This design comes from an exercise in tuning for small area on the open sky130 flow, not from production work. RTL that was checked went through simulation tests only; none was proved equivalent to the original. Only the layout flow was run in run 3; the RTL was not checked for function there. No activity file was given, so power comes from the tool's default toggle rates.

<file path="flow/config.mk">
export PLATFORM = sky130hd
export DESIGN_NAME = zec
export DESIGN_NICKNAME = zec
export VERILOG_FILES = /design/flow/design.v
export SDC_FILE = /design/flow/constraint.sdc
export NUM_CORES = 4
export LEC_CHECK = 0
export CAP_MARGIN = 20
export CORE_MARGIN = 2
export CORE_UTILIZATION = 40
export CTS_BUF_LIST = sky130_fd_sc_hd__clkbuf_8
export SLEW_MARGIN = 20
</file>
<file path="flow/constraint.sdc">
create_clock -name core_clock -period 13.0 [get_ports {clk}]
set_input_delay 2.6000 -clock core_clock [delete_from_list [all_inputs] [get_ports {clk}]]
set_output_delay 2.6000 -clock core_clock [all_outputs]
set_load 0.01 [all_outputs]
</file>
<file path="flow/design.v">
module zec (
    input  wire        clk,
    input  wire        rst,
    input  wire        t_valid,
    input  wire [39:0] t_cmd,
    output wire        t_ready,
    output reg         t_rsp_valid,
    output wire [39:0] t_rsp,
    input  wire        h_valid,
    input  wire [39:0] h_cmd,
    output wire        h_ready,
    output reg         h_rsp_valid,
    output wire [39:0] h_rsp,
    output reg         hnote
);
    localparam [2:0] ST_OK        = 3'd0;
    localparam [2:0] ST_EMPTY     = 3'd1;
    localparam [2:0] ST_FULL      = 3'd2;
    localparam [2:0] ST_NOT_READY = 3'd3;
    localparam [2:0] ST_VMISMATCH = 3'd4;
    localparam [2:0] ST_BAD_ARG   = 3'd5;
    localparam [2:0] ST_ILLEGAL   = 3'd6;
    localparam [2:0] K_ZERO = 3'd0;
    localparam [2:0] K_BYTE = 3'd1;    
    localparam [2:0] K_PEEK = 3'd2;    
    localparam [2:0] K_CNT  = 3'd3;    
    localparam [2:0] K_SSR  = 3'd4;
    localparam [2:0] K_STAT = 3'd5;    
    localparam [2:0] K_DESC = 3'd6;    
    localparam [2:0] K_IDX  = 3'd7;    
    reg [1:0]   hs;
    reg [7:0]   seq;
    reg         nen, npend;
    reg [3:0]   rxh, rxt, txh, txt;
    reg [127:0] rxm, txm;            
    reg [7:0]   zrun;
    reg [7:0]   zk;                  
    reg         zload;               
    reg         esc;
    reg [31:0]  txc, rxc;
    reg         prio_t;
    reg [2:0]   r_st, r_kind;
    reg [4:0]   r_ptr;
    wire hs0  = (hs == 2'd0);
    wire fire = npend & nen & ~hs0;
    assign t_ready = ~rst & ~fire & ~(h_valid & ~prio_t);
    assign h_ready = ~rst & ~fire & ~(t_valid &  prio_t);
    wire gt = t_valid & t_ready;
    wire gh = h_valid & h_ready;
    wire [7:0] rd_rx = rxm[8*r_ptr[3:0] +: 8];
    wire [7:0] rd_tx = txm[8*r_ptr[3:0] +: 8];
    wire [7:0] rd    = r_ptr[4] ? rd_tx : rd_rx;
    wire       rd80  = (rd == 8'h80);
    wire [7:0] zeff = zload ? (rd80 ? 8'd0 : rd) : zk;
    wire       zpos = |zeff[7:1];
    wire [3:0] rxcnt    = rxh - rxt;
    wire [3:0] txcnt    = txh - txt;
    wire       rx_empty = (rxh == rxt);
    wire       tx_empty = (txh == txt);
    wire       rx_full  = (rxcnt == 4'd15);
    wire       rx_one   = (rxcnt == 4'd1);
    wire [3:0] rxt1     = rxt + 4'd1;
    wire [3:0] rxt2     = rxt + 4'd2;
    wire [15:0] rx80;
    genvar gi;
    generate
        for (gi = 0; gi < 16; gi = gi + 1) begin : g_rx80
            assign rx80[gi] = (rxm[8*gi +: 8] == 8'h80);
        end
    endgenerate
    wire t80 = rx80[rxt];
    wire [7:0] top  = t_cmd[39:32];
    wire       t_hi0 = ~|t_cmd[31:8];
    wire       t_lo0 = ~|t_cmd[7:0];
    wire [7:0] tb   = t_cmd[7:0];
    wire tS  = (top == 8'h01);
    wire tG  = (top == 8'h02);
    wire tP  = (top == 8'h03);
    wire tF  = (top == 8'h04);
    wire tU  = (top == 8'h05);
    wire tO  = (top == 8'h06);
    wire tN  = (top == 8'h07);
    wire tSg = (top == 8'h08);
    wire tR  = (top == 8'h09);
    wire tT  = (top == 8'h0A);
    wire t_legal = ((tS | tG | tF | tO | tSg | tR) & t_hi0 & t_lo0) |
                   ((tP | tU | tN | tT) & t_hi0);
    wire t_g1    = tG | tP | tF | tU | tO;
    wire t_ok    = t_legal & ~(t_g1 & hs0);
    wire [7:0] hop  = h_cmd[39:32];
    wire       h_hi0 = ~|h_cmd[31:8];
    wire       h_lo0 = ~|h_cmd[7:0];
    wire [7:0] hb   = h_cmd[7:0];
    wire hR  = (hop == 8'h81);
    wire hNg = (hop == 8'h82);
    wire hD  = (hop == 8'h83);
    wire hU  = (hop == 8'h84);
    wire hO  = (hop == 8'h85);
    wire hK  = (hop == 8'h86);
    wire hI  = (hop == 8'h87);
    wire hSg = (hop == 8'h88);
    wire h_legal = ((hR | hSg | hO) & h_hi0 & h_lo0) | hNg | hK |
                   ((hD | hU | hI) & h_hi0);
    wire h_ok    = h_legal & ~(hNg & hs0) & ~((hD | hU | hO) & ~hs[1]);
    wire eT = gt & t_ok;
    wire eH = gh & h_ok;
    wire z254 = (zrun == 8'd254);
    wire z128 = (zrun == 8'd128);
    wire znz  = |zrun;
    wire tb80 = (tb == 8'h80);
    wire absorb = tP & t_lo0 & ~z254;
    wire e255   = tP & t_lo0 &  z254;
    wire p2     = e255 | (~tU & znz & ~z128);
    wire p4     = ~tU & z128;
    wire x1     = tU | (tP & ~t_lo0 & ~tb80);
    wire x2     = tP & tb80;
    wire [2:0] elen = {p4, p2, 1'b0} + {1'b0, x2, x1};
    wire [7:0] zz   = {zrun[7:1], zrun[0] | e255};
    wire fit = ({1'b0, txcnt} + {2'b0, elen}) < 5'd16;
    wire [7:0] E0 = (p2 | p4) ? 8'h80 : tb;
    wire [7:0] E1 = p4 ? 8'h7F : p2 ? zz : 8'h80;
    wire [7:0] E2 = p2 ? tb : 8'h80;
    wire [7:0] E3 = p2 ? 8'h80 : 8'h01;
    wire [7:0] E4 = tb;
    wire [7:0] E5 = 8'h80;
    wire emit_cmd = (tP & ~absorb) | tF | (tU & ~t_lo0);
    wire tx_write = eT & emit_cmd & fit;
    wire rx_write = eH & hU & ~h_lo0 & ~rx_full;
    reg [2:0]  st, kind;
    reg [4:0]  ptr;
    reg        note;
    reg [1:0]  n_hs;
    reg        n_nen, n_npend, n_esc, n_zload;
    reg [7:0]  n_seq, n_zrun, n_zk;
    reg [3:0]  n_rxh, n_rxt, n_txh, n_txt;
    reg        inc_tx, inc_rx, clr;
    always @(*) begin
        st      = ST_OK;
        kind    = K_ZERO;
        ptr     = {1'b0, rxt};
        note    = 1'b0;
        n_hs    = hs;
        n_nen   = nen;
        n_npend = npend;
        n_esc   = esc;
        n_zload = 1'b0;
        n_seq   = seq;
        n_zrun  = zrun;
        n_zk    = zeff;
        n_rxh   = rxh;
        n_rxt   = rxt;
        n_txh   = txh;
        n_txt   = txt;
        inc_tx  = 1'b0;
        inc_rx  = 1'b0;
        clr     = 1'b0;
        if (fire) begin
            n_npend = 1'b0;
            n_seq   = seq + 8'd1;
        end else if (gt) begin
            if (!t_legal) begin
                st = ST_ILLEGAL;
            end else if (!t_ok) begin
                st = ST_NOT_READY;
            end else begin
                if (tS) begin
                    clr     = 1'b1;
                    n_rxh   = 4'd0;
                    n_rxt   = 4'd0;
                    n_txh   = 4'd0;
                    n_txt   = 4'd0;
                    n_zrun  = 8'd0;
                    n_zk    = 8'd0;
                    n_esc   = 1'b0;
                    n_npend = 1'b0;
                    n_seq   = 8'd0;
                    n_hs    = 2'd1;
                end
                if (tG) begin
                    if (zpos) begin
                        n_zk   = zeff - 8'd1;
                        inc_rx = 1'b1;
                    end else if (!esc) begin
                        if (rx_empty) begin
                            st = ST_EMPTY;
                        end else if (!t80) begin
                            kind   = K_BYTE;
                            ptr    = {1'b0, rxt};
                            n_rxt  = rxt1;
                            note   = 1'b1;
                            inc_rx = 1'b1;
                        end else if (rx_one) begin
                            st    = ST_EMPTY;
                            n_rxt = rxt1;
                            n_esc = 1'b1;
                            note  = 1'b1;
                        end else begin
                            kind    = K_CNT;
                            ptr     = {1'b0, rxt1};
                            n_rxt   = rxt2;
                            note    = 1'b1;
                            inc_rx  = 1'b1;
                            n_zload = 1'b1;
                        end
                    end else begin
                        if (rx_empty) begin
                            st = ST_EMPTY;
                        end else begin
                            kind    = K_CNT;
                            ptr     = {1'b0, rxt};
                            n_rxt   = rxt1;
                            note    = 1'b1;
                            n_esc   = 1'b0;
                            inc_rx  = 1'b1;
                            n_zload = 1'b1;
                        end
                    end
                end
                if (tP & absorb) begin
                    n_zrun = zrun + 8'd1;
                    inc_tx = 1'b1;
                end
                if (emit_cmd) begin
                    if (!fit) begin
                        st = ST_FULL;
                    end else begin
                        n_txh = txh + {1'b0, elen};
                        if (!tU)
                            n_zrun = 8'd0;
                        if (elen != 3'd0)
                            note = 1'b1;
                        if (tP)
                            inc_tx = 1'b1;
                    end
                end
                if (tU & t_lo0)
                    st = ST_BAD_ARG;
                if (tO) begin
                    if (rx_empty) begin
                        st = ST_EMPTY;
                    end else begin
                        kind  = K_BYTE;
                        ptr   = {1'b0, rxt};
                        n_rxt = rxt1;
                        note  = 1'b1;
                    end
                end
                if (tN) begin
                    if (!t_lo0)
                        st = ST_BAD_ARG;
                    else
                        n_nen = 1'b1;
                end
                if (tSg)
                    n_npend = 1'b1;
                if (tR)
                    kind = K_SSR;
                if (tT) begin
                    kind = K_STAT;
                    ptr  = {4'd0, tb[0]};
                    if (tb[7:1] != 7'd0)
                        st = ST_BAD_ARG;
                end
                if (note)
                    n_npend = 1'b1;
            end
        end else if (gh) begin
            if (!h_legal) begin
                st = ST_ILLEGAL;
            end else if (!h_ok) begin
                st = ST_NOT_READY;
            end else begin
                if (hR)
                    kind = K_SSR;
                if (hNg) begin
                    kind = K_SSR;
                    if (h_cmd[31:8] == 24'hBEEF01) begin
                        if (hs == 2'd1)
                            n_hs = 2'd2;
                    end else begin
                        n_hs = 2'd1;
                        st   = ST_VMISMATCH;
                    end
                end
                if (hD) begin
                    kind = K_DESC;
                    ptr  = {2'd0, hb[2:0]};
                    if (hb > 8'd4)
                        st = ST_BAD_ARG;
                end
                if (hU) begin
                    if (h_lo0) begin
                        st = ST_BAD_ARG;
                    end else begin
                        n_hs = 2'd3;
                        if (rx_full)
                            st = ST_FULL;
                        else
                            n_rxh = rxh + 4'd1;
                    end
                end
                if (hO) begin
                    n_hs = 2'd3;
                    if (tx_empty) begin
                        st = ST_EMPTY;
                    end else begin
                        kind  = K_BYTE;
                        ptr   = {1'b1, txt};
                        n_txt = txt + 4'd1;
                    end
                end
                if (hK) begin
                    kind = K_PEEK;
                    ptr  = {h_cmd[9], h_cmd[3:0]};
                    if (!((h_cmd[31:4] == 28'h2000010) || (h_cmd[31:4] == 28'h2000020)))
                        st = ST_BAD_ARG;
                end
                if (hI) begin
                    kind = K_IDX;
                    ptr  = {3'd0, hb[1:0]};
                    if (hb[7:2] != 6'd0)
                        st = ST_BAD_ARG;
                end
                if (hSg)
                    n_npend = 1'b1;
            end
        end
        if (st != ST_OK)
            kind = K_ZERO;
        if (st == ST_VMISMATCH)
            kind = K_SSR;
    end
    always @(posedge clk) begin
        if (rst) begin
            hs          <= 2'd0;
            seq         <= 8'd0;
            nen         <= 1'b0;
            npend       <= 1'b0;
            rxh         <= 4'd0;
            rxt         <= 4'd0;
            txh         <= 4'd0;
            txt         <= 4'd0;
            zrun        <= 8'd0;
            zk          <= 8'd0;
            zload       <= 1'b0;
            esc         <= 1'b0;
            txc         <= 32'd0;
            rxc         <= 32'd0;
            prio_t      <= 1'b1;
            t_rsp_valid <= 1'b0;
            h_rsp_valid <= 1'b0;
            hnote       <= 1'b0;
        end else begin
            hs          <= n_hs;
            seq         <= n_seq;
            nen         <= n_nen;
            npend       <= n_npend;
            rxh         <= n_rxh;
            rxt         <= n_rxt;
            txh         <= n_txh;
            txt         <= n_txt;
            zrun        <= n_zrun;
            zk          <= n_zk;
            zload       <= n_zload;
            esc         <= n_esc;
            if (clr)
                txc <= 32'd0;
            else if (inc_tx)
                txc <= txc + 32'd1;
            if (clr)
                rxc <= 32'd0;
            else if (inc_rx)
                rxc <= rxc + 32'd1;
            if (gt)
                prio_t <= 1'b0;
            else if (gh)
                prio_t <= 1'b1;
            t_rsp_valid <= gt;
            h_rsp_valid <= gh;
            hnote       <= fire;
        end
    end
    always @(posedge clk) begin
        r_st   <= st;
        r_kind <= kind;
        r_ptr  <= ptr;
    end
    generate
        for (gi = 0; gi < 16; gi = gi + 1) begin : g_slot
            wire [3:0] d = gi[3:0] - txh;
            always @(posedge clk) begin
                if (rx_write && rxh == gi[3:0])
                    rxm[8*gi +: 8] <= hb;
                if (tx_write && d < {1'b0, elen}) begin
                    case (d[2:0])
                        3'd0:    txm[8*gi +: 8] <= E0;
                        3'd1:    txm[8*gi +: 8] <= E1;
                        3'd2:    txm[8*gi +: 8] <= E2;
                        3'd3:    txm[8*gi +: 8] <= E3;
                        3'd4:    txm[8*gi +: 8] <= E4;
                        default: txm[8*gi +: 8] <= E5;
                    endcase
                end
            end
        end
    endgenerate
    wire [3:0] f_head = r_ptr[4] ? txh : rxh;
    wire [3:0] f_tail = r_ptr[4] ? txt : rxt;
    wire       occ    = (r_ptr[3:0] - f_tail) < (f_head - f_tail);
    reg [31:0] dat;
    always @(*) begin
        case (r_kind)
            K_BYTE: dat = {24'd0, rd};
            K_PEEK: dat = {24'd0, occ ? rd : 8'd0};
            K_CNT:  dat = {24'd0, rd80, 7'd0};
            K_SSR:  dat = {hs0 ? 24'd0 : 24'hBEEF01, seq};
            K_STAT: dat = r_ptr[0] ? rxc : txc;
            K_DESC: begin
                case (r_ptr[2:0])
                    3'd0:    dat = 32'h2000_0100;
                    3'd1:    dat = 32'd16;
                    3'd2:    dat = 32'h2000_0200;
                    3'd3:    dat = 32'd16;
                    default: dat = 32'h0000_0001;
                endcase
            end
            K_IDX: begin
                case (r_ptr[1:0])
                    2'd0:    dat = {28'd0, rxh};
                    2'd1:    dat = {28'd0, rxt};
                    2'd2:    dat = {28'd0, txh};
                    default: dat = {28'd0, txt};
                endcase
            end
            default: dat = 32'd0;
        endcase
    end
    assign t_rsp = {5'd0, r_st, dat};
    assign h_rsp = {5'd0, r_st, dat};
endmodule
</file>
<file path="flow/run.sh">
#!/bin/bash
# synth_recipe.tcl (not shown) runs the flow's synth.tcl, then flattens the netlist and writes it again
# the make line also repeats each setting of config.mk as NAME=value (left out here)
make -C /OpenROAD-flow-scripts/flow DESIGN_CONFIG=/design/flow/config.mk WORK_HOME=/design/flow/orfs CLKGATE_MAP_FILE= SYNTH_SCRIPT=/design/flow/synth_recipe.tcl finish
</file>
==> results.toml, run 1 <==
[outcome]
status = "timing/DRC/antenna clean"

[power_and_ir_drop]
peakVddDrop_v = 0.00009327
p_leak_nw = 8.224
p_per_area_nw_per_um2 = 99.75
comb_power_share = 0.038
switching_power_uw = 564.2
p_seq_frac = 0.516
internal-power_mw = 1.936
pwr-share-clk = 0.446
p_sw_frac = 0.2257
total_power_mw = 2.500

[clock_tree]
root_buffer = "clkbuf_8"
cts_buffers = 67
clockBufferDepth = 3
path_clk_slew_ns = 0.06
cts_resized = 0
ctsHtreeMaxLevel = 3
clock_sinks = 381
cts_tree = "built"
postCtsHoldBufs = 0
cts_setup_buffers = 0
worstSkewPairLatency_ns = 0.63

[cells_and_area]
drive_above_1_share = 0.1029
final_core_util = 0.4648
area_growth_pct = 14.72
num-nets-final = 2376
most-common-layout-cells = "edfxtp_1 (256), nor2_1 (243), clkdlybuf4s50_1 (157)"
layout_commonest_cell = "edfxtp_1"

[routing]
vias = 17906
vias_per_cell = 6.045
ant_nets = 0
drtIter0Drc = 1771
drc = 0
dr.pass1.iters = 6
wl_per_cell_um = 24.38
drt_wl_total_um = 72210

[placed_design]
io_buffers = 158
dp_slack_ns = 4.838
dp_hpwl_um = 53510
gp_congestion = 0.9508

[timing]
tightest_slew_ns = 1.196
max-slew-margin-rel = 0.2000
period_minus_slack_ns = 8.084
rsz0062_at_grt = "no"
slew_viol_final = 0
setup_slack_ns = 4.916
max_freq_mhz = 123.7
finalCritPeriodShare = 0.6218
fin_setup_tns_ns = 0
whs_ns = 0.4750
clock_skew_ns = 0.02703
finalSetupViolCount = 0
hold_viol = 0

[die]
ioPinCount = 169
die_w_um = 237.7
die-area_um2 = 56500
initial_core_util = 0.4052
fp-row-count = 85
chipHeight_um = 237.7
core_um2 = 53920

[synthesis]
async_reset_ff_frac = 0
syn_inst = 2105
syn_area_um2 = 21850
synth.top_cell.area_share = 0.3519
synth_cell_types = 101
ys_warn_count = 1
ys_seq_area_frac = 0.4664
synth_area_leaders = "edfxtp_1 (35%), dfxtp_1 (11%), mux2i_1 (4.2%)"
synth_edf_count = 256
synth_area_leader_cell = "edfxtp_1"
synth-seq-cells = 381
synth-main-ff-cell = "edfxtp_1"
avgSynthCellArea_um2 = 10.38

[worst_hold_path]
hp-class = "flip-flop to flip-flop"

[critical_path]
cp_max_fo = 17
worstPathArrival_ns = 5.48
end_kind = "output port"
crit_path_start_kind = "flip-flop"
crit_required_ns = 10.40
crit_type = "flip-flop to output port"

[global_routing]
track_usage = 0.2508
antenna_found_initial = 1
grt_pass1_vias = 16997
grt-ovfl-total = 0
grt_pass1_wl_um = 107300
grt_max_degree = 68

[run]
maxCapViolCount = 0
path summary, 6_finish.rpt:
kind / start / endpoint / slack [ns] / cells past startpoint
worst max-delay path: rxt[0]$_SDFFE_PP0P_ / t_rsp[5] / 4.92 / 16
worst min-delay path: nen$_SDFFE_PP0P_ / nen$_SDFFE_PP0P_ / 0.48 / 2
worst max register to register: r_ptr[0]$_DFF_P_ / r_kind[1]$_SDFF_PP0_ / 7.53 / 12
worst min register to register: nen$_SDFFE_PP0P_ / nen$_SDFFE_PP0P_ / 0.48 / 2
critical path, stage by stage (launching register included):
cell,delay [ns]
dfxtp_1,0.81
inv_1,0.45
o21ai_0,0.36
ha_1,0.19
inv_1,0.06
fa_1,0.48
inv_1,0.04
ha_1,0.26
a21o_1,0.16
a21o_1,0.17
a2111oi_0,0.43
a21oi_1,0.10
or2_2,0.31
nor2_1,0.13
o22a_1,0.16
o22a_1,0.18
clkdlybuf4s50_1,0.55
cells in the mapped netlist, drive strengths merged, types with 19 or more instances:
master,count
a21oi,104
a22oi,50
and2,19
buf,83
clkbuf,72
dfxtp,125
edfxtp,256
ha,69
inv,69
mux2i,92
mux4,38
nand2,144
nand3,66
nand4,25
nor2,247
nor2b,40
nor3,40
nor4,53
nor4b,21
o21ai,96
xnor2,33
xor2,36
cell type report:
type | count | area [µm²]
Antenna cell | 1 | 2.502
Clock buffer | 72 | 991.0
Clock inverter | 45 | 317.8
Fill cell | 5014 | 28860
Inverter | 72 | 270.3
Multi-Input combinational cell | 1506 | 10610
Sequential cell | 381 | 10200
Tap cell | 696 | 870.8
Timing Repair Buffer | 189 | 1807
state kept, by name, indices dropped and copies added, names as in the netlist:
name / count
esc: 1
h_rsp_valid: 1
hnote: 1
hs: 2
nen: 1
npend: 1
prio_t: 1
r_kind: 3
r_ptr: 5
r_st: 3
rxc: 32
rxh: 4
rxm: 128
rxt: 4
seq: 8
t_rsp_valid: 1
txc: 32
txh: 4
txm: 128
txt: 4
zk: 8
zload: 1
zrun: 8
logic make-up after synthesis:
logic type                 count (synthesis)  share of synthesized area
muxes                                    145                    0.08906
buffers and inverters                    227                    0.05166
xor gates and xnor gates                  69                    0.02766
AOI/OAI and AO/OA                        463                     0.1468
and+or+nand+nor                          744                     0.1732
DFF                                      381                     0.4664
adders and majority gates                 75                    0.04501
other                                      1                  0.0001716
routing by layer:
metal  part of all wire  up-vias  global-route usage  routed length [µm]
met1               0.43     8842              0.3494               31290
met2               0.47      809              0.4041               33730
met4              0.027        0             0.07585                1947
li1                   -     8123                   -                   -
met5                  0        -                   0                   0
met3              0.072      132             0.03705                5233
power by group through the flow:
stage               logic, mW  registers [mW]  clock network [mW]
detailed placement     0.0939            1.31                   0
global placement       0.0928            1.31                   0
global route            0.101            1.29                1.19
finish                 0.0956            1.29                1.12
floorplan              0.0390            1.31                   0
CTS                    0.0944            1.29                1.13
per-stage QoR:
step | instances | instance area (µm²)
finish | 2962 | 25060
global route | 2962 | 25060
CTS | 2961 | 25030
detailed placement | 2844 | 23720
global placement | 2843 | 23720
floorplan | 2114 | 21880
==> run 2: changes to the inputs <==
--- a/flow/config.mk
+++ b/flow/config.mk
@@ -9,4 +9,3 @@
 export CORE_MARGIN = 2
 export CORE_UTILIZATION = 40
-export CTS_BUF_LIST = sky130_fd_sc_hd__clkbuf_8
 export SLEW_MARGIN = 20
==> results.toml, run 2 <==
[timing]
max-slew-margin-rel = 0.2182
whs_ns = 0.4743
fin_setup_tns_ns = 0
rsz0062_at_grt = "no"
tightest_slew_ns = 1.168
clock_skew_ns = 0.02592
finalCritPeriodShare = 0.6189
period_minus_slack_ns = 8.045
max_freq_mhz = 124.3
finalSetupViolCount = 0
slew_viol_final = 0
hold_viol = 0

[routing]
ant_nets = 0
drtIter0Drc = 1807
vias_per_cell = 6.082
vias = 17765
drt_wl_total_um = 71690
drc = 0
wl_per_cell_um = 24.54
dr.pass1.iters = 5

[global_routing]
track_usage = 0.2484
grt_pass1_vias = 16821
grt-ovfl-total = 0
grt_max_degree = 68
antenna_found_initial = 0
grt_pass1_wl_um = 106600

[cells_and_area]
most-common-layout-cells = "edfxtp_1 (256), nor2_1 (243), clkdlybuf4s50_1 (157)"
num-nets-final = 2353
final_core_util = 0.4669
largestRegisters = "rxm: 128 flops, txm: 128 flops"
area_growth_pct = 15.22
layout_commonest_cell = "edfxtp_1"
fillers = 4961
drive_above_1_share = 0.09348
n_antenna_cell = 0

[placed_design]
gp_congestion = 0.9508
io_buffers = 158
dp_hpwl_um = 53510

[power_and_ir_drop]
p_leak_nw = 8.173
pwr-share-clk = 0.472
p_sw_frac = 0.2128
p_seq_frac = 0.492
peakVddDrop_v = 0.00009722
p_per_area_nw_per_um2 = 104.1
comb_power_share = 0.036
internal-power_mw = 2.063
switching_power_uw = 557.7

[clock_tree]
cts_resized = 0
cts_buffers = 43
cts_tree = "built"
clock_sinks = 381
path_clk_slew_ns = 0.06
worstSkewPairLatency_ns = 0.57
postCtsHoldBufs = 0
root_buffer = "clkbuf_16"
clockBufferDepth = 3
cts_setup_buffers = 0
ctsHtreeMaxLevel = 2

[synthesis]
synth_cell_types = 101
ys_warn_count = 1
syn_inst = 2105
avgSynthCellArea_um2 = 10.38
synth-main-ff-cell = "edfxtp_1"
yosysMostFrequentCell = "edfxtp_1"
synth.top_cell.area_share = 0.3519
synth_area_leaders = "edfxtp_1 (35%), dfxtp_1 (11%), mux2i_1 (4.2%)"
async_reset_ff_frac = 0
yosys-top-cells-count = "edfxtp_1 (256), nor2_1 (243), nand2_1 (143)"
synth-seq-cells = 381
synth_edf_count = 256
ys_seq_area_frac = 0.4664
synth_area_leader_cell = "edfxtp_1"
syn_area_um2 = 21850

[die]
die_w_um = 237.7
ioPinCount = 169
fp-row-count = 85
chipHeight_um = 237.7
core_um2 = 53920
die-area_um2 = 56500
initial_core_util = 0.4052

[critical_path]
end_kind = "output port"
reg2reg_to = "txc[27]$_SDFFE_PP0P_"
worst-r2r-setup-slack_ns = 7.54
rr_startpoint = "zrun[0]$_SDFFE_PP0P_"
rr_worst_depth = 17
worstPathArrival_ns = 5.45
crit_type = "flip-flop to output port"
crit_path_start_kind = "flip-flop"
crit_required_ns = 10.40
cp_max_fo = 17

[worst_hold_path]
hp-class = "flip-flop to flip-flop"
worst_hold_startpoint = "nen$_SDFFE_PP0P_"
hold-path-endpoint = "nen$_SDFFE_PP0P_"
hold-path-cell-count = 2

[outcome]
status = "timing/DRC/antenna clean"

[run]
maxCapViolCount = 0
-- run 2: cell counts after synthesis --
Identical to the previous run, type by type.
-- run 2: power groups by stage --
stage	registers, mW	clock network, mW	logic (mW)
finish	1.29	1.24	0.0951
global route	1.29	1.30	0.101
CTS	1.29	1.25	0.0943
detailed placement	1.31	0	0.0939
global placement	1.31	0	0.0928
floorplan	1.31	0	0.0390
-- run 2: layout make-up --
cell class	count	area [µm²]	area share
Clock buffer	54	1169	0.04642
Tap cell	696	870.8	0.03459
Timing Repair Buffer	190	1812	0.07197
Multi-Input combinational cell	1506	10600	0.4211
Inverter	72	270.3	0.01074
Clock inverter	22	251.5	0.009991
Sequential cell	381	10200	0.4051
-- run 2: cell families (layout without fill, tap and decap cells) --
logic type      after synthesis  count (layout)  share of synthesized area
simple gates                744             744                     0.1732
compound gates              463             463                     0.1468
flops                       381             381                     0.4664
buf+inv                     227             338                    0.05166
mux                         145             145                    0.08906
fa+ha+maj                    75              75                    0.04501
xor+xnor                     69              69                    0.02766
other cells                   1              10                  0.0001716
-- run 2: worst max-delay path by stage --
| stage | start | end | slack [ns] | cells after the start |
|---|---|---|---|---|
| final | rxt[0]$_SDFFE_PP0P_ | t_rsp[7] | 4.95 | 15 |
| after global routing | rxt[0]$_SDFFE_PP0P_ | h_rsp[5] | 4.72 | 16 |
| after CTS | rxt[0]$_SDFFE_PP0P_ | t_rsp[7] | 4.94 | 15 |
| after detailed placement | t_cmd[36] | txm[4]$_DFFE_PP_ | 4.84 | 13 |
| after global placement | t_cmd[36] | txm[115]$_DFFE_PP_ | 5.05 | 13 |
| after floorplan | r_ptr[4]$_SDFF_PP0_ | t_rsp[5] | 6.27 | 16 |
-- run 2: per-layer routing --
metal  global-route usage  vias up  share of wire
li1                     -     8061              -
met1               0.3490     8772           0.43
met2               0.4020      821           0.47
met3              0.03368      111          0.075
met4              0.06918        0          0.027
met5                    0        -              0
-- run 2: critical path: stages, from the launching register on --
cell and delay (ns):
dfxtp_1 0.82, inv_1 0.44, o21ai_0 0.36, ha_1 0.20, inv_1 0.06, fa_1 0.48, inv_1 0.04, ha_1 0.26
a21o_1 0.16, a21o_1 0.17, a2111oi_0 0.43, a21oi_1 0.10, nor2_1 0.32, a31oi_1 0.10, o221ai_1 0.32, clkdlybuf4s50_1 0.61
-- run 2: metrics by stage --
| stage | instances | setup WS (ns) | total power [mW] | area, µm² |
|---|---|---|---|---|
| after floorplan | 2114 | 6.268 | 1.354 | 21880 |
| after global placement | 2843 | 5.054 | 1.407 | 23720 |
| after detailed placement | 2844 | 4.838 | 1.408 | 23720 |
| after CTS | 2920 | 4.943 | 2.636 | 25140 |
| after global routing | 2921 | 4.724 | 2.693 | 25170 |
| final | 2921 | 4.955 | 2.621 | 25170 |
==> run 3: changes to the inputs <==
--- a/flow/design.v
+++ b/flow/design.v
@@ -23,5 +23,4 @@
     localparam [2:0] K_ZERO = 3'd0;
     localparam [2:0] K_BYTE = 3'd1;    
-    localparam [2:0] K_PEEK = 3'd2;    
     localparam [2:0] K_CNT  = 3'd3;    
     localparam [2:0] K_SSR  = 3'd4;
@@ -103,4 +102,7 @@
                    ((hD | hU | hI) & h_hi0);
     wire h_ok    = h_legal & ~(hNg & hs0) & ~((hD | hU | hO) & ~hs[1]);
+    wire [3:0] pk_head = h_cmd[9] ? txh : rxh;
+    wire [3:0] pk_tail = h_cmd[9] ? txt : rxt;
+    wire       pk_occ  = (h_cmd[3:0] - pk_tail) < (pk_head - pk_tail);
     wire eT = gt & t_ok;
     wire eH = gh & h_ok;
@@ -311,5 +313,5 @@
                 end
                 if (hK) begin
-                    kind = K_PEEK;
+                    kind = pk_occ ? K_BYTE : K_ZERO;
                     ptr  = {h_cmd[9], h_cmd[3:0]};
                     if (!((h_cmd[31:4] == 28'h2000010) || (h_cmd[31:4] == 28'h2000020)))
@@ -405,12 +407,8 @@
         end
     endgenerate
-    wire [3:0] f_head = r_ptr[4] ? txh : rxh;
-    wire [3:0] f_tail = r_ptr[4] ? txt : rxt;
-    wire       occ    = (r_ptr[3:0] - f_tail) < (f_head - f_tail);
     reg [31:0] dat;
     always @(*) begin
         case (r_kind)
             K_BYTE: dat = {24'd0, rd};
-            K_PEEK: dat = {24'd0, occ ? rd : 8'd0};
             K_CNT:  dat = {24'd0, rd80, 7'd0};
             K_SSR:  dat = {hs0 ? 24'd0 : 24'hBEEF01, seq};
==> flow/flow/run.sh (new file) <==
#!/bin/bash
# Layout flow: the standard flow (standard synthesis unchanged), with
# smaller port buffers and a clock tree without dummy loads.
set -euo pipefail
export BUFFER_PORTS_ARGS="-buffer_cell sky130_fd_sc_hd__buf_1"
export CTS_ARGS="-sink_clustering_enable -repair_clock_nets -dont_use_dummy_load"
bash standard.sh finish > standard.log 2>&1
==> flow/standard.sh (new file) <==
#!/bin/bash
# synth_recipe.tcl (not shown) runs the flow's synth.tcl, then flattens the netlist and writes it again
# the make line also repeats each setting of config.mk as NAME=value (left out here)
make -C /OpenROAD-flow-scripts/flow DESIGN_CONFIG=/design/flow/config.mk WORK_HOME=/design/flow/orfs CLKGATE_MAP_FILE= SYNTH_SCRIPT=/design/flow/synth_recipe.tcl "${@:-finish}"
removed: flow/run.sh
==> results.toml, run 3 <==
[outcome]
status = "timing/DRC/antenna clean"

[die]
fp-row-count = 85
chipHeight_um = 238.2
die-area_um2 = 56750
initial_core_util = 0.4062
core_um2 = 54030
ioPinCount = 169
die_w_um = 238.2

[synthesis]
synth.top_cell.area_share = 0.3503
ys_seq_area_frac = 0.4643
syn_inst = 2138
syn_area_um2 = 21940
yosys-top-cells-count = "edfxtp_1 (256), nor2_1 (229), nand2_1 (133)"
avgSynthCellArea_um2 = 10.26
synth_area_leaders = "edfxtp_1 (35%), dfxtp_1 (11%), nor2_1 (3.9%)"
synth_area_leader_cell = "edfxtp_1"
yosysMostFrequentCell = "edfxtp_1"
ys_warn_count = 1
async_reset_ff_frac = 0
synth_cell_types = 100
synth-seq-cells = 381
synth_edf_count = 256
synth-main-ff-cell = "edfxtp_1"

[routing]
vias = 18156
vias_per_cell = 6.211
drt_wl_total_um = 71000
drc = 0
dr.pass1.iters = 6
drtIter0Drc = 1933
wl_per_cell_um = 24.29
ant_nets = 0

[clock_tree]
postCtsHoldBufs = 0
cts_resized = 0
clockBufferDepth = 3
cts_tree = "built"
clock_sinks = 381
root_buffer = "clkbuf_16"
ctsHtreeMaxLevel = 2
cts_setup_buffers = 0
path_clk_slew_ns = 0.05
cts_buffers = 43
worstSkewPairLatency_ns = 0.58

[cells_and_area]
most-common-layout-cells = "edfxtp_1 (256), nor2_1 (229), buf_1 (157)"
fillers = 5050
num-nets-final = 2387
area_growth_pct = 9.294
largestRegisters = "rxm: 128 flops, txm: 128 flops"
seq_area_um2 = 10200
drive_above_1_share = 0.09070
multi_input_area_um2 = 10630
layout_commonest_cell = "edfxtp_1"
n_antenna_cell = 0

[power_and_ir_drop]
peakVddDrop_v = 0.00008688
p_leak_nw = 7.567
p_per_area_nw_per_um2 = 99.86
total_power_mw = 2.395

[timing]
period_minus_slack_ns = 7.319
rsz0062_at_grt = "no"
finalSetupViolCount = 0
max-slew-margin-rel = 0.2461
clock_skew_ns = 0.04494
tightest_slew_ns = 1.115
hold_viol = 0
max_freq_mhz = 136.6
slew_viol_final = 0
whs_ns = 0.4771
finalCritPeriodShare = 0.5630
fin_setup_tns_ns = 0

[worst_hold_path]
worst_hold_startpoint = "npend$_SDFFE_PP0P_"
hold-path-endpoint = "npend$_SDFFE_PP0P_"
hold-path-cell-count = 2
hp-class = "flip-flop to flip-flop"

[critical_path]
worst-path-buf-inv = 3
cp_common_cell = "nand2_1"
end_kind = "flip-flop"
reg2reg_to = "rxc[26]$_SDFFE_PP0P_"
cp_max_fo = 17
slowest_delay_ns = 0.62
crit_type = "primary input to flip-flop"
rr_worst_depth = 11
rr_startpoint = "r_ptr[1]$_DFF_P_"
worst-r2r-setup-slack_ns = 7.60
worstPathArrival_ns = 7.51
crit_slowest_cell = "or4_1"
cp_top_family = "simple AND/OR/NAND/NOR gates"
crit_chain = "buf_1 > or4_1 > nor3_1 > buf_4 > nand2_1 > nand2_1 > inv_1 > ha_1 > xor2_1 > ha_1 > nor2_1 > a2111oi_2 > nor2_1 > nand2_1 > or3_1 > nor2b_1"
crit_required_ns = 13.19
crit_path_start_kind = "primary input"

[global_routing]
grt_pass1_wl_um = 106200
track_usage = 0.2455
grt_pass1_vias = 17324
antenna_found_initial = 0
grt_max_degree = 67
grt-ovfl-total = 0

[run]
maxCapViolCount = 0

[placed_design]
io_buffers = 158
dp_hpwl_um = 52510
gp_congestion = 0.9613
## run 3: kinds of logic after synthesis
logic type      Yosys count  share of synthesized area
xor+xnor                 57                    0.02275
compound gates          486                     0.1509
buf+inv                 245                    0.05616
fa+ha+maj                74                    0.04424
mux                     135                    0.08495
simple gates            759                     0.1765
other cells               1                  0.0001709
flops                   381                     0.4643
## run 3: power by group
| group | internal, mW | switching (mW) | leakage, nW | total, mW |
|---|---|---|---|---|
| Sequential | 1.29 | 0.00201 | 3.34 | 1.29 |
| Clock | 0.578 | 0.455 | 0.530 | 1.03 |
| Combinational | 0.0207 | 0.0521 | 3.69 | 0.0729 |
## run 3: cell type report
class | instances | share of cell area
clock buffers | 43 | 0.04486
flip-flops and latches | 381 | 0.4252
well taps | 696 | 0.03631
repair buffers | 197 | 0.03699
multi-input cells | 1521 | 0.4433
inverters | 85 | 0.01330
## run 3: metrics by stage
stage / worst slack (ns) / cells / cell area, µm² / utilization
after detailed placement: 5.228 / 2880 / 22890 / 0.4238
after global placement: 5.470 / 2880 / 22890 / 0.4238
after CTS: 5.663 / 2923 / 23970 / 0.4437
after global routing: 5.416 / 2923 / 23980 / 0.4439
final: 5.681 / 2923 / 23980 / 0.4439
after floorplan: 5.350 / 2147 / 21980 / -
## run 3: worst max-delay path by stage
| stage | startpoint | to | cells past startpoint |
|---|---|---|---|
| 6_report | t_cmd[37] | txm[92]$_DFFE_PP_ | 16 |
| 5_1_grt | t_cmd[37] | txm[88]$_DFFE_PP_ | 16 |
| 4_1_cts | r_ptr[1]$_DFF_P_ | t_rsp[7] | 10 |
| 3_5_place_dp | t_cmd[37] | txm[95]$_DFFE_PP_ | 16 |
| 3_3_place_gp | t_cmd[37] | txm[90]$_DFFE_PP_ | 16 |
| 2_1_floorplan | t_cmd[37] | txm[0]$_DFFE_PP_ | 15 |
## run 3: worst register-to-register path, cell delays in order, from the launching register on
cell and delay, ns:
dfxtp_4 0.76, buf_4 0.66, mux4_2 0.64, a221oi_2 0.28, o21ai_1 0.14, o21a_1 0.24, a211o_1 0.28, or4b_4 0.58
a2111oi_4 0.82, or4_1 0.60, or4_1 0.20, a21oi_1 0.06
## run 3: per-layer routing
layer | vias up | wire [µm] | track usage
li1 | 8150 | - | -
met1 | 8906 | 29530 | 0.3295
met2 | 928 | 33170 | 0.4005
met3 | 172 | 5409 | 0.03366
met4 | 0 | 2901 | 0.1006
met5 | - | 0 | 0
==> run 4: changes to the inputs <==
--- a/flow/design.v
+++ b/flow/design.v
@@ -388,20 +388,31 @@
         r_ptr  <= ptr;
     end
+    wire [7:0]  zz7f  = p4 ? 8'h7F : zz;
+    wire [7:0]  lane0 = txh[0] ? zz7f : tb;    
+    wire [7:0]  lane1 = txh[0] ? tb : zz7f;    
+    wire pz = ~(p2 | p4);
     generate
         for (gi = 0; gi < 16; gi = gi + 1) begin : g_slot
             wire [3:0] d = gi[3:0] - txh;
+            reg        sel, c01;
+            always @(*) begin
+                sel = 1'b0;
+                c01 = 1'b0;
+                case (d[2:0])
+                    3'd0: sel = pz;
+                    3'd1: sel = ~pz;
+                    3'd2: sel = p2;
+                    3'd3: c01 = p4;
+                    3'd4: sel = 1'b1;
+                    default: ;
+                endcase
+            end
+            wire [7:0] lane = (gi % 2) ? lane1 : lane0;
+            wire [7:0] wdat = sel ? lane : (c01 ? 8'h01 : 8'h80);
             always @(posedge clk) begin
                 if (rx_write && rxh == gi[3:0])
                     rxm[8*gi +: 8] <= hb;
-                if (tx_write && d < {1'b0, elen}) begin
-                    case (d[2:0])
-                        3'd0:    txm[8*gi +: 8] <= E0;
-                        3'd1:    txm[8*gi +: 8] <= E1;
-                        3'd2:    txm[8*gi +: 8] <= E2;
-                        3'd3:    txm[8*gi +: 8] <= E3;
-                        3'd4:    txm[8*gi +: 8] <= E4;
-                        default: txm[8*gi +: 8] <= E5;
-                    endcase
-                end
+                if (tx_write && d < {1'b0, elen})
+                    txm[8*gi +: 8] <= wdat;
             end
         end
==> flow/flow/run.sh (replaced) <==
#!/bin/bash
# Layout flow: the standard flow (standard synthesis unchanged), with
# smaller port buffers and a clock tree of smaller buffers without dummy loads.
set -euo pipefail
export BUFFER_PORTS_ARGS="-buffer_cell sky130_fd_sc_hd__buf_1"
export CTS_ARGS="-sink_clustering_enable -repair_clock_nets -dont_use_dummy_load -buf_list sky130_fd_sc_hd__clkbuf_4"
bash standard.sh finish > standard.log 2>&1
--- a/flow/config.mk
+++ b/flow/config.mk
@@ -8,4 +8,4 @@
 export CAP_MARGIN = 20
 export CORE_MARGIN = 2
-export CORE_UTILIZATION = 40
+export CORE_UTILIZATION = 60
 export SLEW_MARGIN = 20
==> results.toml, run 4 <==
[outcome]
status = "timing/DRC/antenna clean"

[clock_tree]
worstSkewPairLatency_ns = 0.83
cts_resized = 0
clock_sinks = 381
ctsHtreeMaxLevel = 3
cts_buffers = 101
cts_tree = "built"
root_buffer = "clkbuf_4"
postCtsHoldBufs = 0
clockBufferDepth = 3
cts_setup_buffers = 0
path_clk_slew_ns = 0.06

[die]
die-area_um2 = 37080
initial_core_util = 0.6042
ioPinCount = 169
fp-row-count = 69
chipHeight_um = 192.6
core_um2 = 35310
die_w_um = 192.6

[critical_path]
crit_path_start_kind = "flip-flop"
end_kind = "output port"
crit_required_ns = 10.40
worstPathArrival_ns = 4.83
cp_max_fo = 27
crit_type = "flip-flop to output port"

[timing]
finalCritPeriodShare = 0.5714
max-slew-margin-rel = 0.1770
clock_skew_ns = 0.09891
setup_slack_ns = 5.571
max_freq_mhz = 134.6
fin_setup_tns_ns = 0
tightest_slew_ns = 1.222
period_minus_slack_ns = 7.429
hold_viol = 0
finalSetupViolCount = 0
rsz0062_at_grt = "no"
slew_viol_final = 0

[routing]
vias = 17726
drt_wl_total_um = 67570
vias_per_cell = 6.697
drc = 0
drtIter0Drc = 1931
dr.pass1.iters = 6
wl_per_cell_um = 25.53
ant_nets = 0

[cells_and_area]
seq_area_um2 = 10200
multi_input_area_um2 = 10110
num-nets-final = 2342
fillers = 2944
layout_commonest_cell = "edfxtp_1"
drive_above_1_share = 0.1077
area_growth_pct = 6.527
largestRegisters = "rxm: 128 flops, txm: 128 flops"
most-common-layout-cells = "edfxtp_1 (256), nor2_1 (213), buf_1 (157)"

[placed_design]
gp_congestion = 0.9902
io_buffers = 158
dp_slack_ns = 5.659
dp_hpwl_um = 48830

[synthesis]
yosys-top-cells-count = "edfxtp_1 (256), nor2_1 (213), dfxtp_1 (125)"
ys_warn_count = 1
synth-main-ff-cell = "edfxtp_1"
synth_edf_count = 256
synth.top_cell.area_share = 0.3603
syn_inst = 2033
async_reset_ff_frac = 0
syn_area_um2 = 21330
synth_cell_types = 97
ys_seq_area_frac = 0.4776
avgSynthCellArea_um2 = 10.49
yosysMostFrequentCell = "edfxtp_1"
synth_area_leaders = "edfxtp_1 (36%), dfxtp_1 (12%), mux2i_1 (4.4%)"
synth_area_leader_cell = "edfxtp_1"
synth-seq-cells = 381

[power_and_ir_drop]
p_per_area_nw_per_um2 = 99.76
total_power_mw = 2.267
peakVddDrop_v = 0.00009082
p_leak_nw = 7.305

[global_routing]
antenna_found_initial = 0
grt-ovfl-total = 0
grt_pass1_vias = 16316
grt_pass1_wl_um = 97640
track_usage = 0.3612
grt_max_degree = 67

[run]
maxCapViolCount = 0

[worst_hold_path]
hp-class = "flip-flop to flip-flop"
## run 4: cells by family after synthesis
group                    Yosys count  synth area share
XOR/XNOR                          53           0.02176
other                              1         0.0001758
multiplexers                     149           0.09055
flip-flops                       381            0.4776
AND/OR/NAND/NOR                  716            0.1768
adder cells (fa/ha/maj)           74           0.04539
AO/OA/AOI/OAI                    444            0.1362
buffers and inverters            215           0.05143
## run 4: final timing paths
kind | startpoint | endpoint | slack, ns | cells after the start
min reg2reg | txc[15]$_SDFFE_PP0P_ | txc[15]$_SDFFE_PP0P_ | 0.51 | 2
max | r_ptr[1]$_DFF_P_ | t_rsp[7] | 5.57 | 10
min | txc[15]$_SDFFE_PP0P_ | txc[15]$_SDFFE_PP0P_ | 0.51 | 2
max reg2reg | r_ptr[1]$_DFF_P_ | rxc[29]$_SDFFE_PP0P_ | 7.69 | 11
## run 4: critical path, cell delays in order (launching register included)
cell and delay (ns):
dfxtp_2 0.87, buf_4 0.49, and2_1 0.85, a221oi_1 0.36, a221oi_1 0.37, o21bai_1 0.21, o211a_1 0.19, nand4b_1 0.19
nand2_1 0.12, a32o_1 0.26, buf_1 0.17
## run 4: metrics by stage
step	instances	util	instance area, µm²	hold slack (ns)
after global routing	2644	0.6434	22720	0.5303
after floorplan	2042	-	21370	0.4482
after CTS	2644	0.6430	22710	0.5010
final	2647	0.6436	22730	0.5071
after detailed placement	2543	0.6216	21950	0.4914
after global placement	2543	0.6216	21950	0.4695
## run 4: power by group
part           switching, mW  leakage (nW)  internal (mW)
logic                  0.114          3.54         0.0564
clock network          0.447         0.465          0.349
registers             0.0100          3.30           1.29
## run 4: layout make-up
class                   instances  share of cell area
clock buffers                 101             0.03336
well taps                     461             0.02538
multi-input cells            1446              0.4447
inverters                      64             0.01057
diodes                          3           0.0003303
repair buffers                191             0.03705
flip-flops and latches        381              0.4486
## run 4: metal layers
layer	global-route usage	up-vias	wire length [µm]
met5	0	-	0
met4	0.1706	0	2908
met3	0.1055	185	7759
met2	0.5487	1081	30230
met1	0.4773	8542	26680
li1	-	7918	-
==> run 5: changes to the inputs <==
==> flow/flow/run.sh (replaced) <==
#!/bin/bash
# Layout flow: the standard flow (standard synthesis unchanged), with
# smaller port buffers and a clock tree of smaller buffers without dummy loads.
set -euo pipefail
export BUFFER_PORTS_ARGS="-buffer_cell sky130_fd_sc_hd__buf_1"
export CTS_ARGS="-sink_clustering_enable -repair_clock_nets -dont_use_dummy_load -buf_list sky130_fd_sc_hd__clkbuf_8"
bash standard.sh finish > standard.log 2>&1
--- a/flow/config.mk
+++ b/flow/config.mk
@@ -8,4 +8,4 @@
 export CAP_MARGIN = 20
 export CORE_MARGIN = 2
-export CORE_UTILIZATION = 60
+export CORE_UTILIZATION = 40
 export SLEW_MARGIN = 20
==> results.toml, run 5 <==
[clock_tree]
cts_tree = "built"
clock_sinks = 381
root_buffer = "clkbuf_8"
worstSkewPairLatency_ns = 0.63
path_clk_slew_ns = 0.06
clockBufferDepth = 3
cts_buffers = 68
cts_resized = 0
ctsHtreeMaxLevel = 3
postCtsHoldBufs = 0
cts_setup_buffers = 0

[timing]
hold_viol = 0
slew_viol_final = 0
fin_setup_tns_ns = 0
tightest_slew_ns = 1.132
finalCritPeriodShare = 0.5464
max-slew-margin-rel = 0.2374
max_freq_mhz = 140.8
rsz0062_at_grt = "no"
setup_slack_ns = 5.897
clock_skew_ns = 0.05542
period_minus_slack_ns = 7.103
finalSetupViolCount = 0

[placed_design]
io_buffers = 158
dp_hpwl_um = 52380
gp_congestion = 0.9558
dp_slack_ns = 5.595
place_area_um2 = 22290
dp.cells = 2776

[global_routing]
grt_pass1_vias = 16506
grt_max_degree = 63
grt-ovfl-total = 0
grt_pass1_wl_um = 104400
antenna_found_initial = 0
track_usage = 0.2498

[routing]
drtIter0Drc = 1764
wl_per_cell_um = 24.78
ant_nets = 0
vias_per_cell = 6.066
drt_wl_total_um = 70560
dr.pass1.iters = 5
drc = 0
vias = 17270

[synthesis]
synth.top_cell.area_share = 0.3603
synth_area_leader_cell = "edfxtp_1"
ys_warn_count = 1
yosys-top-cells-count = "edfxtp_1 (256), nor2_1 (213), dfxtp_1 (125)"
syn_inst = 2033
yosysMostFrequentCell = "edfxtp_1"
synth-main-ff-cell = "edfxtp_1"
avgSynthCellArea_um2 = 10.49
syn_area_um2 = 21330
async_reset_ff_frac = 0
ys_seq_area_frac = 0.4776
synth_cell_types = 97
synth_area_leaders = "edfxtp_1 (36%), dfxtp_1 (12%), mux2i_1 (4.4%)"
synth_edf_count = 256
synth-seq-cells = 381

[cells_and_area]
most-common-layout-cells = "edfxtp_1 (256), nor2_1 (213), buf_1 (157)"
num-nets-final = 2317
drive_above_1_share = 0.09778
fin_cells = 2847
final_design_area_no_fill_um2 = 23240
final_core_util = 0.4414
largestRegisters = "rxm: 128 flops, txm: 128 flops"
area_growth_pct = 8.944
fillers = 4969
layout_commonest_cell = "edfxtp_1"

[critical_path]
worstPathArrival_ns = 4.50
crit_required_ns = 10.40
crit_type = "flip-flop to output port"
crit_path_start_kind = "flip-flop"
end_kind = "output port"
cp_max_fo = 48

[die]
core_um2 = 52660
ioPinCount = 169
initial_core_util = 0.4052
die-area_um2 = 55200
chipHeight_um = 234.9
fp-row-count = 84
die_w_um = 234.9

[power_and_ir_drop]
p_leak_nw = 7.367
peakVddDrop_v = 0.00007208
p_per_area_nw_per_um2 = 102.5

[run]
maxCapViolCount = 0

[worst_hold_path]
hp-class = "flip-flop to flip-flop"

[outcome]
status = "timing/DRC/antenna clean"
-- run 5: cell counts after synthesis --
Identical to the previous run, type by type.
-- run 5: final timing paths --
| path | to | cells after the start | slack (ns) | startpoint |
|---|---|---|---|---|
| worst max-delay path | t_rsp[7] | 10 | 5.90 | r_ptr[4]$_SDFF_PP0_ |
| worst min register to register | nen$_SDFFE_PP0P_ | 2 | 0.49 | nen$_SDFFE_PP0P_ |
| worst min-delay path | nen$_SDFFE_PP0P_ | 2 | 0.49 | nen$_SDFFE_PP0P_ |
| worst max register to register | rxc[27]$_SDFFE_PP0P_ | 11 | 7.95 | r_ptr[4]$_SDFF_PP0_ |
-- run 5: layout make-up --
class | instances | area (µm²) | share of cell area
inverter | 64 | 240.2 | 0.01034
multi-input combinational | 1446 | 10100 | 0.4347
timing repair buffer | 199 | 903.4 | 0.03887
antenna | 1 | 2.502 | 0.0001077
tap | 688 | 860.8 | 0.03704
sequential | 381 | 10200 | 0.4387
clock buffer | 68 | 935.9 | 0.04027
-- run 5: power breakdown --
group | switching (mW) | total [mW] | internal [mW]
clock | 0.445 | 0.905 | 0.460
sequential | 0.00848 | 1.30 | 1.29
combinational | 0.120 | 0.177 | 0.0578
total | 0.573 | 2.38 | 1.81
-- run 5: cell families (layout without fill, tap and decap cells) --
group | after synthesis | after routing | synth area share
xor gates and xnor gates | 53 | 53 | 0.02176
and+or+nand+nor | 716 | 716 | 0.1768
buffers and inverters | 215 | 331 | 0.05143
other | 1 | 11 | 0.0001758
adders and majority gates | 74 | 74 | 0.04539
DFF | 381 | 381 | 0.4776
AOI/OAI and AO/OA | 444 | 444 | 0.1362
muxes | 149 | 149 | 0.09055
-- run 5: metrics by stage --
step	hold slack, ns	total power, mW
2_1_floorplan	0.4482	1.427
3_3_place_gp	0.4753	1.495
3_5_place_dp	0.4816	1.497
4_1_cts	0.4908	2.397
5_1_grt	0.5269	2.461
6_report	0.4881	2.382
-- run 5: worst max-delay path, stage by stage, from the launching register on --
cell,delay (ns)
dfxtp_4,0.82
buf_4,0.71
mux4_2,0.36
a221o_1,0.20
a21oi_1,0.11
a311oi_1,0.84
nor3_2,0.06
nand4b_1,0.21
nand2_1,0.08
a32o_1,0.33
buf_1,0.14
-- run 5: per-layer routing --
metal / global-route usage / routed length (µm)
met5: 0 / 0
met4: 0.1080 / 2951
met1: 0.3267 / 29060
met3: 0.05040 / 5725
met2: 0.4020 / 32820
==> run 6: changes to the inputs <==
==> flow/flow/run.sh (replaced) <==
#!/bin/bash
# Layout flow: the standard flow (standard synthesis unchanged), with
# smaller port buffers and a clock tree of fewer, larger sink clusters
# without dummy loads.
set -euo pipefail
export BUFFER_PORTS_ARGS="-buffer_cell sky130_fd_sc_hd__buf_1"
export CTS_ARGS="-sink_clustering_enable -repair_clock_nets -dont_use_dummy_load -buf_list sky130_fd_sc_hd__clkbuf_8 -sink_clustering_size 12 -sink_clustering_max_diameter 80"
bash standard.sh finish > standard.log 2>&1
--- a/flow/config.mk
+++ b/flow/config.mk
@@ -6,6 +6,6 @@
 export NUM_CORES = 4
 export LEC_CHECK = 0
-export CAP_MARGIN = 20
+export CAP_MARGIN = 0
 export CORE_MARGIN = 2
-export CORE_UTILIZATION = 40
-export SLEW_MARGIN = 20
+export CORE_UTILIZATION = 60
+export SLEW_MARGIN = 0
==> results.toml, run 6 <==
[power_and_ir_drop]
p_leak_nw = 7.113
peakVddDrop_v = 0.0001102
p_per_area_nw_per_um2 = 95.00

[critical_path]
end_kind = "output port"
worstPathArrival_ns = 4.68
cp_top_family = "compound AO/OA/AOI/OAI gates"
worstSetupStartpoint = "r_ptr[1]$_DFF_P_"
crit_chain = "buf_4 > nor2b_2 > buf_4 > a221o_1 > a211oi_1 > a311oi_1 > nor3_2 > nand4b_1 > nand2_1 > a32o_1 > buf_1"
cp_common_cell = "buf_4"
crit_slowest_cell = "dfxtp_2"
crit_required_ns = 10.40
slowest_delay_ns = 0.89
crit_path_start_kind = "flip-flop"
crit_type = "flip-flop to output port"
cp_max_fo = 27
worst-path-buf-inv = 3
rr_startpoint = "r_ptr[1]$_DFF_P_"

[clock_tree]
postCtsHoldBufs = 0
path_clk_slew_ns = 0.09
clock_sinks = 381
cts_buffers = 38
cts_tree = "built"
cts_setup_buffers = 0
cts_resized = 0
root_buffer = "clkbuf_8"
worstSkewPairLatency_ns = 0.63
clockBufferDepth = 3
ctsHtreeMaxLevel = 2

[cells_and_area]
final_design_area_no_fill_um2 = 22490
most-common-layout-cells = "edfxtp_1 (256), nor2_1 (213), buf_1 (157)"
drive_above_1_share = 0.08066
layout_commonest_cell = "edfxtp_1"
num-nets-final = 2279
area_growth_pct = 5.407
largestRegisters = "rxm: 128 flops, txm: 128 flops"

[routing]
dr.pass1.iters = 6
wl_per_cell_um = 25.94
drt_wl_total_um = 67130
vias = 17445
drtIter0Drc = 1968
drc = 0
ant_nets = 0
vias_per_cell = 6.741

[global_routing]
use_met3 = 0.09420
grt_pass1_vias = 15732
met1_usage = 0.4841
grtUsageMet2 = 0.5472
track_usage = 0.3576
antenna_found_initial = 1
grt_pass1_wl_um = 96520
grt_max_degree = 67
grt-ovfl-total = 0
grt.busiest_layer = "met2"

[die]
fp-row-count = 69
initial_core_util = 0.6042
die-area_um2 = 37080
die_w_um = 192.6
core_um2 = 35310
chipHeight_um = 192.6
ioPinCount = 169

[synthesis]
synth-seq-cells = 381
synth_area_leaders = "edfxtp_1 (36%), dfxtp_1 (12%), mux2i_1 (4.4%)"
synth-main-ff-cell = "edfxtp_1"
syn_inst = 2033
async_reset_ff_frac = 0
synth_cell_types = 97
synth_edf_count = 256
synth_area_leader_cell = "edfxtp_1"
yosysMostFrequentCell = "edfxtp_1"
yosys-top-cells-count = "edfxtp_1 (256), nor2_1 (213), dfxtp_1 (125)"
syn_area_um2 = 21330
ys_warn_count = 1
ys_seq_area_frac = 0.4776
avgSynthCellArea_um2 = 10.49
synth.top_cell.area_share = 0.3603

[placed_design]
dp_hpwl_um = 48830
gp_congestion = 0.9902
io_buffers = 158
place_area_um2 = 21950

[worst_hold_path]
worst_hold_startpoint = "txc[15]$_SDFFE_PP0P_"
hp-class = "flip-flop to flip-flop"

[timing]
max_freq_mhz = 137.3
max-slew-margin-rel = 0.1853
tightest_slew_ns = 1.209
hold_viol = 0
rsz0062_at_grt = "no"
period_minus_slack_ns = 7.283
fin_setup_tns_ns = 0
clock_skew_ns = 0.08358
finalSetupViolCount = 0
finalCritPeriodShare = 0.5603
slew_viol_final = 0

[run]
maxCapViolCount = 0

[outcome]
status = "timing/DRC/antenna clean"
[run 6: worst paths after layout]
path,cells past startpoint,slack (ns),to
worst max-delay path,11,5.72,t_rsp[7]
worst min-delay path,2,0.51,txc[15]$_SDFFE_PP0P_
worst max register to register,11,7.73,rxc[29]$_SDFFE_PP0P_
worst min register to register,2,0.51,txc[15]$_SDFFE_PP0P_
[run 6: logic make-up after synthesis]
| family | after synthesis | synth area share |
|---|---|---|
| AOI/OAI and AO/OA | 444 | 0.1362 |
| xor gates and xnor gates | 53 | 0.02176 |
| adders and majority gates | 74 | 0.04539 |
| buffers and inverters | 215 | 0.05143 |
| DFF | 381 | 0.4776 |
| muxes | 149 | 0.09055 |
| other | 1 | 0.0001758 |
| and+or+nand+nor | 716 | 0.1768 |
[run 6: final cells by class]
class	count	area [µm²]
Timing Repair Buffer	191	842.1
Sequential cell	381	10200
Multi-Input combinational cell	1446	10090
Inverter	64	240.2
Tap cell	461	576.8
Clock buffer	38	523.0
Fill cell	2910	12820
Antenna cell	7	17.52
[run 6: through the flow]
| stage | util | setup slack, ns | hold slack (ns) | instances | power [mW] |
|---|---|---|---|---|---|
| detailed placement | 0.6216 | 5.659 | 0.4914 | 2543 | 1.491 |
| global route | 0.6364 | 5.520 | 0.5344 | 2581 | 2.195 |
| floorplan | - | 6.218 | 0.4482 | 2042 | 1.427 |
| finish | 0.6369 | 5.717 | 0.5083 | 2588 | 2.136 |
| CTS | 0.6364 | 5.729 | 0.5048 | 2581 | 2.134 |
| global placement | 0.6216 | 5.792 | 0.4695 | 2543 | 1.488 |
[run 6: tightest hold or removal path, delay by kind of cell (launching register included)]
family | cells | cell delay [ns]
flip-flops | 1 | 0.33
AO/OA/AOI/OAI | 2 | 0.13
[run 6: per-layer routing]
layer,up-vias,part of all wire
met5,-,0
met4,0,0.042
met3,175,0.12
met2,1102,0.44
met1,8405,0.40
li1,7763,-
[run 6: power by group]
part	internal, mW	switching (mW)	leakage, nW
clock network	0.262	0.407	0.273
logic	0.0563	0.114	3.54
registers	1.29	0.0101	3.30
==> run 7: changes to the inputs <==
==> flow/flow/run.sh (replaced) <==
#!/bin/bash
# Layout flow: the standard flow (standard synthesis unchanged), with
# smaller port buffers and a clock tree of fewer, larger sink clusters
# without dummy loads.
set -euo pipefail
export BUFFER_PORTS_ARGS="-buffer_cell sky130_fd_sc_hd__buf_1"
export CTS_ARGS="-sink_clustering_enable -repair_clock_nets -dont_use_dummy_load -buf_list sky130_fd_sc_hd__clkbuf_16 -sink_clustering_size 22 -sink_clustering_max_diameter 100"
bash standard.sh finish > standard.log 2>&1
==> results.toml, run 7 <==
[outcome]
status = "timing/DRC/antenna clean"

[routing]
wl_per_cell_um = 25.96
vias = 17290
drc = 0
drtIter0Drc = 1967
drt_wl_total_um = 66680
ant_nets = 0
dr.pass1.iters = 5
vias_per_cell = 6.733

[synthesis]
synth_xor_area_frac = 0.02176
synth_edf_count = 256
async_reset_ff_frac = 0
yosysMostFrequentCell = "edfxtp_1"
synth_area_leaders = "edfxtp_1 (36%), dfxtp_1 (12%), mux2i_1 (4.4%)"
synth_top_family_by_area = "simple AND/OR/NAND/NOR gates"
synth-seq-cells = 381
synth_cell_types = 97
synthMuxAreaShare = 0.09055
yosys-top-cells-count = "edfxtp_1 (256), nor2_1 (213), dfxtp_1 (125)"
yosys.area_share.simple = 0.1768
ys_seq_area_frac = 0.4776
synth_area_leader_cell = "edfxtp_1"
syn_area_um2 = 21330
yosys.area_share.adder = 0.04539
avgSynthCellArea_um2 = 10.49
ys_warn_count = 1
synth_compound_gate_area_share = 0.1362
syn_inst = 2033
synth-main-ff-cell = "edfxtp_1"
synth.top_cell.area_share = 0.3603

[global_routing]
grt_max_degree = 67
grt-ovfl-total = 0
grt_pass1_wl_um = 96080
track_usage = 0.3536
grt_pass1_vias = 15614
antenna_found_initial = 1

[clock_tree]
cts_setup_buffers = 0
worstSkewPairLatency_ns = 0.57
postCtsHoldBufs = 0
root_buffer = "clkbuf_16"
cts_tree = "built"
clockBufferDepth = 3
path_clk_slew_ns = 0.10
cts_resized = 0
clock_sinks = 381
cts_buffers = 21
ctsHtreeMaxLevel = 1

[critical_path]
crit_path_start_kind = "flip-flop"
end_kind = "output port"
worstPathArrival_ns = 4.66
crit_required_ns = 10.40
crit_type = "flip-flop to output port"
cp_max_fo = 27

[power_and_ir_drop]
p_sw_frac = 0.2402
switching_power_uw = 516.1
total_power_mw = 2.149
internal-power_mw = 1.633
comb_power_share = 0.079
p_per_area_nw_per_um2 = 95.58
pwr-share-clk = 0.317
p_seq_frac = 0.604
peakVddDrop_v = 0.0001390
p_leak_nw = 7.099

[timing]
max-slew-margin-rel = 0.1459
max_freq_mhz = 137.7
whs_ns = 0.5100
slew_viol_final = 0
period_minus_slack_ns = 7.264
hold_viol = 0
tightest_slew_ns = 1.268
rsz0062_at_grt = "no"
clock_skew_ns = 0.05325
fin_setup_tns_ns = 0
finalCritPeriodShare = 0.5588
finalSetupViolCount = 0

[die]
chipHeight_um = 192.6
fp-row-count = 69
die_w_um = 192.6
initial_core_util = 0.6042
ioPinCount = 169
core_um2 = 35310
die-area_um2 = 37080

[cells_and_area]
fin_cells = 2568
num-nets-final = 2262
fillers = 2917
largestRegisters = "rxm: 128 flops, txm: 128 flops"
layout_commonest_cell = "edfxtp_1"
final_core_util = 0.6367
drive_above_1_share = 0.07323
area_growth_pct = 5.384
most-common-layout-cells = "edfxtp_1 (256), nor2_1 (213), buf_1 (157)"

[placed_design]
gp_congestion = 0.9902
dp.cells = 2543
io_buffers = 158
dp_hpwl_um = 48830

[worst_hold_path]
hp-class = "flip-flop to flip-flop"

[run]
maxCapViolCount = 0
[run 7: cell counts after synthesis]
No cell type changed its count.
[run 7: routing by layer]
| layer | global-route usage | up-vias | wire, µm |
|---|---|---|---|
| li1 | - | 7727 | - |
| met1 | 0.4858 | 8378 | 26670 |
| met3 | 0.08092 | 149 | 7218 |
| met5 | 0 | - | 0 |
| met2 | 0.5437 | 1036 | 29800 |
| met4 | 0.1439 | 0 | 2986 |
[run 7: cell families (layout without fill, tap and decap cells)]
logic type,count (synthesis),after routing
flip-flops,381,381
XOR/XNOR,53,53
buffers and inverters,215,276
multiplexers,149,149
other,1,14
AO/OA/AOI/OAI,444,444
adder cells (fa/ha/maj),74,74
AND/OR/NAND/NOR,716,716
[run 7: cell type report]
class                      count  area, µm²  area share
inverter                      64      240.2     0.01069
sequential                   381      10200      0.4535
timing repair buffer         191      842.1     0.03745
clock buffer                  21      525.5     0.02337
tap                          461      576.8     0.02566
antenna                        4      10.01   0.0004452
multi-input combinational   1446      10090      0.4489
[run 7: worst paths after layout]
kind	from	endpoint	slack, ns	cells after the start
setup / recovery	r_ptr[1]$_DFF_P_	t_rsp[7]	5.74	11
hold / removal	seq[7]$_SDFFE_PP0P_	seq[7]$_SDFFE_PP0P_	0.51	1
setup reg to reg	r_ptr[1]$_DFF_P_	rxc[29]$_SDFFE_PP0P_	7.72	11
hold reg to reg	seq[7]$_SDFFE_PP0P_	seq[7]$_SDFFE_PP0P_	0.51	1
[run 7: metrics by stage]
step | setup WS [ns] | instance area (µm²)
2_1_floorplan | 6.218 | 21370
3_3_place_gp | 5.792 | 21950
3_5_place_dp | 5.659 | 21950
4_1_cts | 5.768 | 22470
5_1_grt | 5.559 | 22470
6_report | 5.736 | 22480
[run 7: critical path: stages, from the launching register on]
cell,delay [ns]
dfxtp_2,0.88
buf_4,0.49
nor2b_2,0.34
buf_4,0.35
a221o_1,0.29
a211oi_1,0.12
a311oi_1,0.78
nor3_2,0.07
nand4b_1,0.21
nand2_1,0.08
a32o_1,0.34
buf_1,0.14
[run 7: power by group through the flow]
stage / logic, mW / clock network, mW / registers (mW)
global placement: 0.164 / 0 / 1.32
finish: 0.171 / 0.681 / 1.30
floorplan: 0.109 / 0 / 1.32
detailed placement: 0.167 / 0 / 1.32
CTS: 0.167 / 0.682 / 1.30
global route: 0.181 / 0.725 / 1.30

port drivers added, routing unchanged:
No port has a modelled driver above. Below, the same layouts with a new extraction and two added sets of constraints.
Step 1 (the two cells are an assumption about what drives the block):
set clk [get_ports {clk}]
set_driving_cell -lib_cell sky130_fd_sc_hd__clkbuf_16 $clk
set_driving_cell -lib_cell sky130_fd_sc_hd__buf_2 [delete_from_list [all_inputs] $clk]
Step 2 adds t to the input delays and takes it off the output delays; t is the mean of the earliest and latest rising clock arrival at the registers after step 1. Input paths then give back, and output paths get back, about the clock's delay inside the block.
Slacks: ideal / step 1 / step 2; pairs: ideal / step 1.
run | shift t [ns] | setup WS [ns] | clock arrival spread, ns | pins driven straight from the clock port
run 1 | 0.671 | 4.916 / 4.863 / 4.787 | 0.029 / 0.029 | 1
run 2 | 0.612 | 4.955 / 4.902 / 4.783 | 0.028 / 0.028 | 1
run 3 | 0.615 | 5.681 / 5.644 / 5.097 | 0.045 / 0.045 | 1
run 4 | 0.825 | 5.571 / 5.522 / 5.543 | 0.100 / 0.099 | 1
run 5 | 0.658 | 5.897 / 5.843 / 5.495 | 0.061 / 0.060 | 1
run 6 | 0.637 | 5.717 / 5.666 / 5.661 | 0.084 / 0.083 | 1
run 7 | 0.590 | 5.736 / 5.686 / 5.573 | 0.053 / 0.054 | 1
After both steps every run listed still meets setup and hold. For run 3, which loses most, drivers alone change the setup slack by -0.037 ns; drivers and shift together by -0.584 ns.
